Background: an optimization exercise with open tools, aiming at small area, a short achievable clock period and few clock cycles. Do not read the settings as production practice. Where RTL was checked, it was by simulation tests only, not by an equivalence proof against the original. The clock input has no modelled driver; a real chip could not lean on it and would need a root buffer or a full tree.

==> module brm_matcher, before the edit <==
module brm_matcher #(
    parameter M_MAX    = 32,
    parameter K_MAX    = 7,
    parameter BUF_BITS = 1024
) (
    input  wire        clk,
    input  wire        rst,           
    input  wire        cmd_valid,
    output wire        cmd_ready,
    input  wire        cmd_op,        
    input  wire [31:0] cmd_pat,       
    input  wire [6:0]  cmd_m,         
    input  wire [4:0]  cmd_k,         
    input  wire        cmd_so,        
    input  wire        cmd_ins,       
    input  wire        cmd_c,         
    output reg         res_valid,
    output wire [3:0]  res_err,       
    output wire [6:0]  res_level,     
    output wire [6:0]  res_min,       
    output reg         res_any        
);
    assign cmd_ready = 1'b1;
    reg        a_v, a_op;
    reg [31:0] a_pat;                 
    reg [5:0]  a_m;
    reg [2:0]  a_k;
    reg        a_ins;
    reg        a_badlen, a_badk;
    always @(posedge clk) begin
        a_v      <= cmd_valid & ~rst;
        a_op     <= cmd_op;
        a_pat    <= {cmd_pat[31:1], cmd_op ? cmd_c : cmd_pat[0]};
        a_m      <= cmd_m[5:0];
        a_k      <= cmd_k[2:0];
        a_ins    <= cmd_ins;
        a_badlen <= (cmd_m == 7'd0) || (cmd_m > 7'd32);
        a_badk   <= ({2'b00, cmd_k} >= cmd_m) || (cmd_k > 5'd7);
    end
    reg [31:0] pat;                   
    reg [3:0]  col [0:31];            
    reg [5:0]  am;
    reg [2:0]  ak;
    reg        ains;
    reg        mv;
    reg [10:0] pos;
    wire a_c     = a_pat[0];
    wire b_e1    = a_op ? ~mv : a_badlen;        
    wire b_e2    = a_op ? pos[10] : a_badk;      
    wire init_ok = a_v & ~a_op & ~a_badlen & ~a_badk;
    wire step_ok = a_v & a_op & mv & ~pos[10];
    wire [31:0] bc = a_c ? pat : ~pat;
    reg [31:0] row [0:7];
    integer i, j;
    always @(*) begin
        for (j = 0; j < 32; j = j + 1)
            for (i = 0; i < 8; i = i + 1)
                row[i][j] = (col[j] <= i);
    end
    reg [31:0] nrow [0:7];
    always @(*) begin
        nrow[0] = {row[0][30:0], 1'b1} & bc;
        for (i = 1; i < 8; i = i + 1)
            nrow[i] = ({row[i][30:0], 1'b1} & bc) | row[i-1]
                    | ({32{ains}} & {row[i-1][30:0] | nrow[i-1][30:0], 1'b1});
    end
    reg [3:0] ncol [0:31];
    reg [7:0] tc;
    always @(*) begin
        for (j = 0; j < 32; j = j + 1) begin
            for (i = 0; i < 8; i = i + 1)
                tc[i] = nrow[i][j];
            ncol[j] = {~tc[7], ~tc[3] & tc[7], (~tc[1] & tc[3]) | (~tc[5] & tc[7]),
                       (~tc[0] & tc[1]) | (~tc[2] & tc[3]) | (~tc[4] & tc[5]) | (~tc[6] & tc[7])};
        end
    end
    integer r;
    always @(posedge clk) begin
        if (init_ok) begin
            pat  <= a_pat;
            am   <= a_m;
            ak   <= a_k;
            ains <= a_ins;
            pos  <= 11'd0;
            for (r = 0; r < 32; r = r + 1)
                col[r] <= (r < 7) ? r + 1 : 8;       
        end else if (step_ok) begin
            pos <= pos + 11'd1;
            for (r = 0; r < 32; r = r + 1)
                col[r] <= ncol[r];
        end
        if (rst)
            mv <= 1'b0;
        else if (init_ok)
            mv <= 1'b1;
    end
    reg c_v, c_op, c_e1, c_e2;
    always @(posedge clk) begin
        c_v  <= a_v & ~rst;
        c_op <= a_op;
        c_e1 <= b_e1;
        c_e2 <= b_e2;
    end
    reg  [3:0] colr [0:31];
    integer q;
    always @(*) begin
        for (q = 0; q < 32; q = q + 1)
            colr[q] = col[(q + 31) % 32];
    end
    wire [3:0] ltop  = colr[am[4:0]];
    wire       match = ltop <= {1'b0, ak};
    reg       d_v, d_op, d_e1, d_e2;
    reg       d_match;
    reg [5:0] d_lvl;
    always @(posedge clk) begin
        d_v     <= c_v & ~rst;
        d_op    <= c_op;
        d_e1    <= c_e1;
        d_e2    <= c_e2;
        d_match <= match;
        d_lvl   <= match ? {3'b000, ltop[2:0]} : am;
    end
    wire d_err  = d_e1 | d_e2;
    wire d_init = d_v & ~d_op & ~d_err;
    wire d_step = d_v &  d_op & ~d_err;
    reg [5:0] lastlvl, minlvl;
    reg       e_hi, e_mid, e_lo;      
    always @(posedge clk) begin
        if (rst) begin
            res_valid <= 1'b0;
            lastlvl   <= 6'd0;
            minlvl    <= 6'd0;
            res_any   <= 1'b0;
        end else begin
            res_valid <= d_v;
            if (d_init) begin
                lastlvl <= d_lvl;
                minlvl  <= d_lvl;
                res_any <= 1'b0;
            end else if (d_step) begin
                lastlvl <= d_lvl;
                if (d_match && {3'b000, d_lvl[2:0]} < minlvl) minlvl <= d_lvl;
                if (d_match) res_any <= 1'b1;
            end
        end
        e_hi  <= d_op & d_err;
        e_mid <= ~d_op & d_err;
        e_lo  <= ~d_e1 & d_e2;
    end
    assign res_err   = {e_hi, e_mid, e_mid, e_lo};
    assign res_level = {1'b0, lastlvl};
    assign res_min   = {1'b0, minlvl};
endmodule
export LEC_CHECK = 0
export CAP_MARGIN = 20
export CORE_MARGIN = 2
export CORE_UTILIZATION = 55
export CTS_CLUSTER_DIAMETER = 150
export CTS_CLUSTER_SIZE = 20
export SLEW_MARGIN = 20
create_clock -name core_clock -period 12.0 [get_ports {clk}]
standard.sh (not shown) runs the stock make flow with config.mk's settings and CLKGATE_MAP_FILE= SYNTH_SCRIPT=/design/flow/synth_recipe.tcl, a recipe that flattens the netlist after the stock synthesis.
==> flow/flow/run.sh <==
#!/bin/bash
# The standard ORFS layout (standard.sh) with these changes:
#  - synthesis maps the logic with flow/abc_map.script in place of ORFS's
#    abc_speed.script; the rest of synthesis, and so its registers, are
#    unchanged;
#  - every port still gets a buffer, but inputs get buf_1 and outputs buf_4
#    (in place of the clkdlybuf4s50_1 that buffer_ports picks by default);
#  - clock tree synthesis runs without dummy loads, and flow/cts_collapse.tcl
#    then removes the tree's root buffer (the clock port drives the two
#    first-level buffers);
set -euo pipefail
rm -rf scripts_abc
cp -r "$FLOW_HOME/scripts" scripts_abc
cp flow/abc_map.script scripts_abc/abc_speed.script
sed -i 's|^log_cmd clock_tree_synthesis {\*}\$cts_args$|&\nsource '"$PWD"'/flow/cts_collapse.tcl|' scripts_abc/cts.tcl
grep -q cts_collapse.tcl scripts_abc/cts.tcl
sed -i 's|^    buffer_ports {\*}\[env_var_or_empty BUFFER_PORTS_ARGS\]$|    buffer_ports -inputs -buffer_cell sky130_fd_sc_hd__buf_1\n    buffer_ports -outputs -buffer_cell sky130_fd_sc_hd__buf_4|' scripts_abc/global_place.tcl
grep -q "buffer_ports -outputs" scripts_abc/global_place.tcl
bash standard.sh SCRIPTS_DIR="$PWD/scripts_abc" SETUP_SLACK_MARGIN=8.7 \
  CTS_ARGS="-sink_clustering_enable -repair_clock_nets -sink_clustering_size 20 -sink_clustering_max_diameter 150 -dont_use_dummy_load" \
  finish > standard_make.log 2>&1
==> flow/flow/abc_map.script <==
&get -n
&st
&dc2
&synch2
&nf -p
&put
==> flow/flow/cts_collapse.tcl <==
# Sourced by cts.tcl right after clock_tree_synthesis. Removes the clock
# tree's root buffer, so that the clock port drives the tree's first-level
# buffers (two of them) directly and every register's clock arrives through
# two buffers. The tree stays balanced; the port feeds two cell pins.
proc collapse_clock_root {} {
  set block [ord::get_db_block]
  set n 0
  foreach inst [$block getInsts] {
    if {[$inst getName] ne "clkbuf_0_clk"} { continue }
    set in_net [[$inst findITerm A] getNet]
    set out_net [[$inst findITerm X] getNet]
    set loads 0
    foreach it [$out_net getITerms] {
      if {[$it getInst] == $inst} { continue }
      incr loads
    }
    if {$loads > 4} { puts "collapse_clock_root: root drives $loads pins, kept"; return }
    foreach it [$out_net getITerms] {
      if {[$it getInst] == $inst} { continue }
      $it disconnect
      $it connect $in_net
    }
    odb::dbInst_destroy $inst
    odb::dbNet_destroy $out_net
    incr n
  }
  puts "collapse_clock_root: removed $n buffers"
}
collapse_clock_root
Testbench counts at the start, summed over its fixed seeds: cycles 16,822.
==> next run, changes <==
--- a/flow/design.v
+++ b/flow/design.v
@@ -24,5 +24,5 @@
     reg        a_v, a_op;
     reg [31:0] a_pat;                 
-    reg [5:0]  a_m;
+    reg [4:0]  a_m;                   
     reg [2:0]  a_k;
     reg        a_ins;
@@ -32,5 +32,5 @@
         a_op     <= cmd_op;
         a_pat    <= {cmd_pat[31:1], cmd_op ? cmd_c : cmd_pat[0]};
-        a_m      <= cmd_m[5:0];
+        a_m      <= cmd_m[4:0];
         a_k      <= cmd_k[2:0];
         a_ins    <= cmd_ins;
@@ -40,14 +40,15 @@
     reg [31:0] pat;                   
     reg [3:0]  col [0:31];            
-    reg [5:0]  am;
+    reg [4:0]  am5;                   
     reg [2:0]  ak;
     reg        ains;
     reg        mv;
     reg [10:0] pos;
+    reg        full;
     wire a_c     = a_pat[0];
     wire b_e1    = a_op ? ~mv : a_badlen;        
-    wire b_e2    = a_op ? pos[10] : a_badk;      
+    wire b_e2    = a_op ? full : a_badk;         
     wire init_ok = a_v & ~a_op & ~a_badlen & ~a_badk;
-    wire step_ok = a_v & a_op & mv & ~pos[10];
+    wire step_ok = a_v & a_op & mv & ~full;
     wire [31:0] bc = a_c ? pat : ~pat;
     reg [31:0] row [0:7];
@@ -79,12 +80,14 @@
         if (init_ok) begin
             pat  <= a_pat;
-            am   <= a_m;
+            am5  <= a_m;
             ak   <= a_k;
             ains <= a_ins;
-            pos  <= 11'd0;
+            pos  <= 11'd1;
+            full <= 1'b0;
             for (r = 0; r < 32; r = r + 1)
                 col[r] <= (r < 7) ? r + 1 : 8;       
         end else if (step_ok) begin
-            pos <= pos + 11'd1;
+            pos <= {pos[9:0], pos[10] ^ pos[8]};
+            if (pos == 11'h7e0) full <= 1'b1;
             for (r = 0; r < 32; r = r + 1)
                 col[r] <= ncol[r];
@@ -108,5 +111,6 @@
             colr[q] = col[(q + 31) % 32];
     end
-    wire [3:0] ltop  = colr[am[4:0]];
+    wire [5:0] am    = {am5 == 5'd0, am5};
+    wire [3:0] ltop  = colr[am5];
     wire       match = ltop <= {1'b0, ak};
     reg       d_v, d_op, d_e1, d_e2;
After rerunning: Global-route usage climbs by 0.39 points. Routed wire length climbs by 0.41%. Synthesized cell count climbs by 1.1%. Utilization climbs by 0.29 points. Worst hold slack is about the same. Via count barely changes.
Testbench counts after the change, summed over its fixed seeds: cycles 16,822.


Setup of the baseline:
The RTL this note starts from:
==> flow/design.v <==
module brm_matcher #(
    parameter M_MAX    = 32,
    parameter K_MAX    = 7,
    parameter BUF_BITS = 1024
) (
    input  wire        clk,
    input  wire        rst,           
    input  wire        cmd_valid,
    output wire        cmd_ready,
    input  wire        cmd_op,        
    input  wire [31:0] cmd_pat,       
    input  wire [6:0]  cmd_m,         
    input  wire [4:0]  cmd_k,         
    input  wire        cmd_so,        
    input  wire        cmd_ins,       
    input  wire        cmd_c,         
    output reg         res_valid,
    output wire [3:0]  res_err,       
    output wire [6:0]  res_level,     
    output wire [6:0]  res_min,       
    output reg         res_any        
);
    assign cmd_ready = 1'b1;
    reg        a_v, a_op;
    reg [31:0] a_pat;                 
    reg [5:0]  a_m;
    reg [2:0]  a_k;
    reg        a_ins;
    reg        a_badlen, a_badk;
    always @(posedge clk) begin
        a_v      <= cmd_valid & ~rst;
        a_op     <= cmd_op;
        a_pat    <= {cmd_pat[31:1], cmd_op ? cmd_c : cmd_pat[0]};
        a_m      <= cmd_m[5:0];
        a_k      <= cmd_k[2:0];
        a_ins    <= cmd_ins;
        a_badlen <= (cmd_m == 7'd0) || (cmd_m > 7'd32);
        a_badk   <= ({2'b00, cmd_k} >= cmd_m) || (cmd_k > 5'd7);
    end
    reg [31:0] pat;                   
    reg [3:0]  col [0:31];            
    reg [4:0]  idx;                   
    reg [2:0]  ak;
    reg        ains;
    reg        mv;
    reg [10:0] pos;
    wire a_c     = a_pat[0];
    wire b_e1    = a_op ? ~mv : a_badlen;        
    wire b_e2    = a_op ? pos[10] : a_badk;      
    wire init_ok = a_v & ~a_op & ~a_badlen & ~a_badk;
    wire step_ok = a_v & a_op & mv & ~pos[10];
    wire [31:0] bc = a_c ? pat : ~pat;
    reg [31:0] row [0:7];
    integer i, j;
    always @(*) begin
        for (j = 0; j < 32; j = j + 1)
            for (i = 0; i < 8; i = i + 1)
                row[i][j] = (col[j] <= i);
    end
    reg [31:0] nrow [0:7];
    always @(*) begin
        nrow[0] = {row[0][30:0], 1'b1} & bc;
        for (i = 1; i < 8; i = i + 1)
            nrow[i] = ({row[i][30:0], 1'b1} & bc) | row[i-1]
                    | ({32{ains}} & {row[i-1][30:0] | nrow[i-1][30:0], 1'b1});
    end
    reg [3:0] ncol [0:31];
    reg [7:0] tc;
    always @(*) begin
        for (j = 0; j < 32; j = j + 1) begin
            for (i = 0; i < 8; i = i + 1)
                tc[i] = nrow[i][j];
            ncol[j] = {~tc[7], ~tc[3] & tc[7], (~tc[1] & tc[3]) | (~tc[5] & tc[7]),
                       (~tc[0] & tc[1]) | (~tc[2] & tc[3]) | (~tc[4] & tc[5]) | (~tc[6] & tc[7])};
        end
    end
    integer r;
    always @(posedge clk) begin
        if (init_ok) begin
            pat  <= a_pat;
            idx  <= a_m[4:0] - 5'd1;
            ak   <= a_k;
            ains <= a_ins;
            pos  <= 11'd0;
            for (r = 0; r < 32; r = r + 1)
                col[r] <= (r < 7) ? r + 1 : 8;       
        end else if (step_ok) begin
            pos <= pos + 11'd1;
            for (r = 0; r < 32; r = r + 1)
                col[r] <= ncol[r];
        end
        if (rst)
            mv <= 1'b0;
        else if (init_ok)
            mv <= 1'b1;
    end
    reg [5:0] lastlvl, minlvl;
    reg c_v, c_op, c_e1, c_e2;
    always @(posedge clk) begin
        c_v  <= a_v & ~rst;
        c_op <= a_op;
        c_e1 <= b_e1;
        c_e2 <= b_e2;
    end
    wire c_err  = c_e1 | c_e2;
    wire c_init = c_v & ~c_op & ~c_err;
    wire c_step = c_v &  c_op & ~c_err;
    reg        e_hi, e_mid, e_lo;     
    wire [5:0] am    = {1'b0, idx} + 6'd1;
    wire [3:0] ltop  = col[idx];
    wire       match = ltop <= {1'b0, ak};
    wire [2:0] pe    = ltop[2:0];
    wire       lt    = {3'b000, pe} < minlvl;
    always @(posedge clk) begin
        if (rst) begin
            res_valid <= 1'b0;
            lastlvl   <= 6'd0;
            minlvl    <= 6'd0;
            res_any   <= 1'b0;
        end else begin
            res_valid <= c_v;
            if (c_init) begin
                lastlvl <= am;
                minlvl  <= am;
                res_any <= 1'b0;
            end else if (c_step) begin
                lastlvl <= match ? {3'b000, pe} : am;
                if (match && lt) minlvl <= {3'b000, pe};
                if (match) res_any <= 1'b1;
            end
        end
        e_hi  <= c_op & c_err;
        e_mid <= ~c_op & c_err;
        e_lo  <= ~c_e1 & c_e2;
    end
    assign res_err   = {e_hi, e_mid, e_mid, e_lo};
    assign res_level = {1'b0, lastlvl};
    assign res_min   = {1'b0, minlvl};
endmodule
Settings: LEC_CHECK=0, CAP_MARGIN=20, CORE_MARGIN=2, CORE_UTILIZATION=30, SLEW_MARGIN=20; clock period 12.0 ns.
==> flow/flow/run.sh <==
#!/bin/bash
set -euo pipefail
bash standard.sh SETUP_SLACK_MARGIN=8.5 finish > standard_make.log 2>&1
What the candidate does differently from the baseline at the input level:
--- a/flow/design.v
+++ b/flow/design.v
@@ -37,9 +37,9 @@
         a_badlen <= (cmd_m == 7'd0) || (cmd_m > 7'd32);
         a_badk   <= ({2'b00, cmd_k} >= cmd_m) || (cmd_k > 5'd7);
     end
     reg [31:0] pat;                   
-    reg [3:0]  col [0:31];            
+    reg [31:0] row [0:7];             
     reg [4:0]  idx;                   
     reg [2:0]  ak;
     reg        ains;
     reg        mv;
@@ -49,31 +49,15 @@
     wire b_e2    = a_op ? pos[10] : a_badk;      
     wire init_ok = a_v & ~a_op & ~a_badlen & ~a_badk;
     wire step_ok = a_v & a_op & mv & ~pos[10];
     wire [31:0] bc = a_c ? pat : ~pat;
-    reg [31:0] row [0:7];
-    integer i, j;
-    always @(*) begin
-        for (j = 0; j < 32; j = j + 1)
-            for (i = 0; i < 8; i = i + 1)
-                row[i][j] = (col[j] <= i);
-    end
     reg [31:0] nrow [0:7];
+    integer i;
     always @(*) begin
         nrow[0] = {row[0][30:0], 1'b1} & bc;
         for (i = 1; i < 8; i = i + 1)
             nrow[i] = ({row[i][30:0], 1'b1} & bc) | row[i-1]
                     | ({32{ains}} & {row[i-1][30:0] | nrow[i-1][30:0], 1'b1});
-    end
-    reg [3:0] ncol [0:31];
-    reg [7:0] tc;
-    always @(*) begin
-        for (j = 0; j < 32; j = j + 1) begin
-            for (i = 0; i < 8; i = i + 1)
-                tc[i] = nrow[i][j];
-            ncol[j] = {~tc[7], ~tc[3] & tc[7], (~tc[1] & tc[3]) | (~tc[5] & tc[7]),
-                       (~tc[0] & tc[1]) | (~tc[2] & tc[3]) | (~tc[4] & tc[5]) | (~tc[6] & tc[7])};
-        end
     end
     integer r;
     always @(posedge clk) begin
         if (init_ok) begin
@@ -81,14 +65,14 @@
             idx  <= a_m[4:0] - 5'd1;
             ak   <= a_k;
             ains <= a_ins;
             pos  <= 11'd0;
-            for (r = 0; r < 32; r = r + 1)
-                col[r] <= (r < 7) ? r + 1 : 8;       
+            for (r = 0; r < 8; r = r + 1)
+                row[r] <= (32'd1 << r) - 32'd1;
         end else if (step_ok) begin
             pos <= pos + 11'd1;
-            for (r = 0; r < 32; r = r + 1)
-                col[r] <= ncol[r];
+            for (r = 0; r < 8; r = r + 1)
+                row[r] <= nrow[r];
         end
         if (rst)
             mv <= 1'b0;
         else if (init_ok)
@@ -104,14 +88,26 @@
     end
     wire c_err  = c_e1 | c_e2;
     wire c_init = c_v & ~c_op & ~c_err;
     wire c_step = c_v &  c_op & ~c_err;
-    reg        e_hi, e_mid, e_lo;     
-    wire [5:0] am    = {1'b0, idx} + 6'd1;
-    wire [3:0] ltop  = col[idx];
-    wire       match = ltop <= {1'b0, ak};
-    wire [2:0] pe    = ltop[2:0];
-    wire       lt    = {3'b000, pe} < minlvl;
+    wire [5:0] am = {1'b0, idx} + 6'd1;
+    reg  [7:0] top;
+    integer t;
+    always @(*) begin
+        for (t = 0; t < 8; t = t + 1)
+            top[t] = row[t][idx];
+    end
+    wire match = top[ak];
+    wire [2:0] pe = {~top[3], (~top[1] & top[3]) | ~top[5],
+                     (~top[0] & top[1]) | (~top[2] & top[3]) | (~top[4] & top[5]) | ~top[6]};
+    reg lt;
+    integer g;
+    always @(*) begin
+        lt = 1'b0;
+        for (g = 0; g < 8; g = g + 1)
+            if (top[g] && minlvl > g) lt = 1'b1;
+    end
+    reg       e_hi, e_mid, e_lo;      
     always @(posedge clk) begin
         if (rst) begin
             res_valid <= 1'b0;
             lastlvl   <= 6'd0;
Notes after the runs:
Diff the baseline -> the candidate: count of TritonRoute iterations in the first routing pass fell by 3, overall die area went up, wire length of the first global-routing pass lower, flop-to-flop setup slack increased by 0.74 ns relative to the old numbers, met1 usage now smaller.
No run of this note included a check of the RTL's function; only the layout flow was run.

-- re-timing with driven ports --
Ports are ideal in the flow. The routed layouts listed here were re-timed in OpenROAD. Step 1: set_driving_cell puts a clkbuf_16 on clk and a buf_2 on each other input, an assumption about the parent block. Step 2 adds t to the input delays and takes it off the output delays; t is the mean of the earliest and latest rising clock arrival at the registers after step 1. Input paths then give back, and output paths get back, about the clock's delay inside the block. Slacks: ideal ports / drivers / drivers and shift; pairs: ideal ports / drivers.
run | shift t [ns] | setup WS [ns] | slew at the worst register clock pin (ns) | pins driven straight from the clock port
the first run of note 1 | 0.440 | 8.723 / 8.670 / 8.350 | 0.09 / 0.09 | 2
the second run of note 1 | 0.450 | 8.677 / 8.661 / 8.324 | 0.10 / 0.10 | 2
the baseline | 0.653 | 7.808 / 7.808 / 7.808 | 0.07 / 0.07 | 1
the candidate | 0.641 | 8.535 / 8.471 / 7.984 | 0.06 / 0.06 | 1
After both steps setup and hold are still met in every run listed. For the candidate, which loses most, drivers alone change the setup slack by -0.064 ns; drivers and shift together by -0.551 ns.
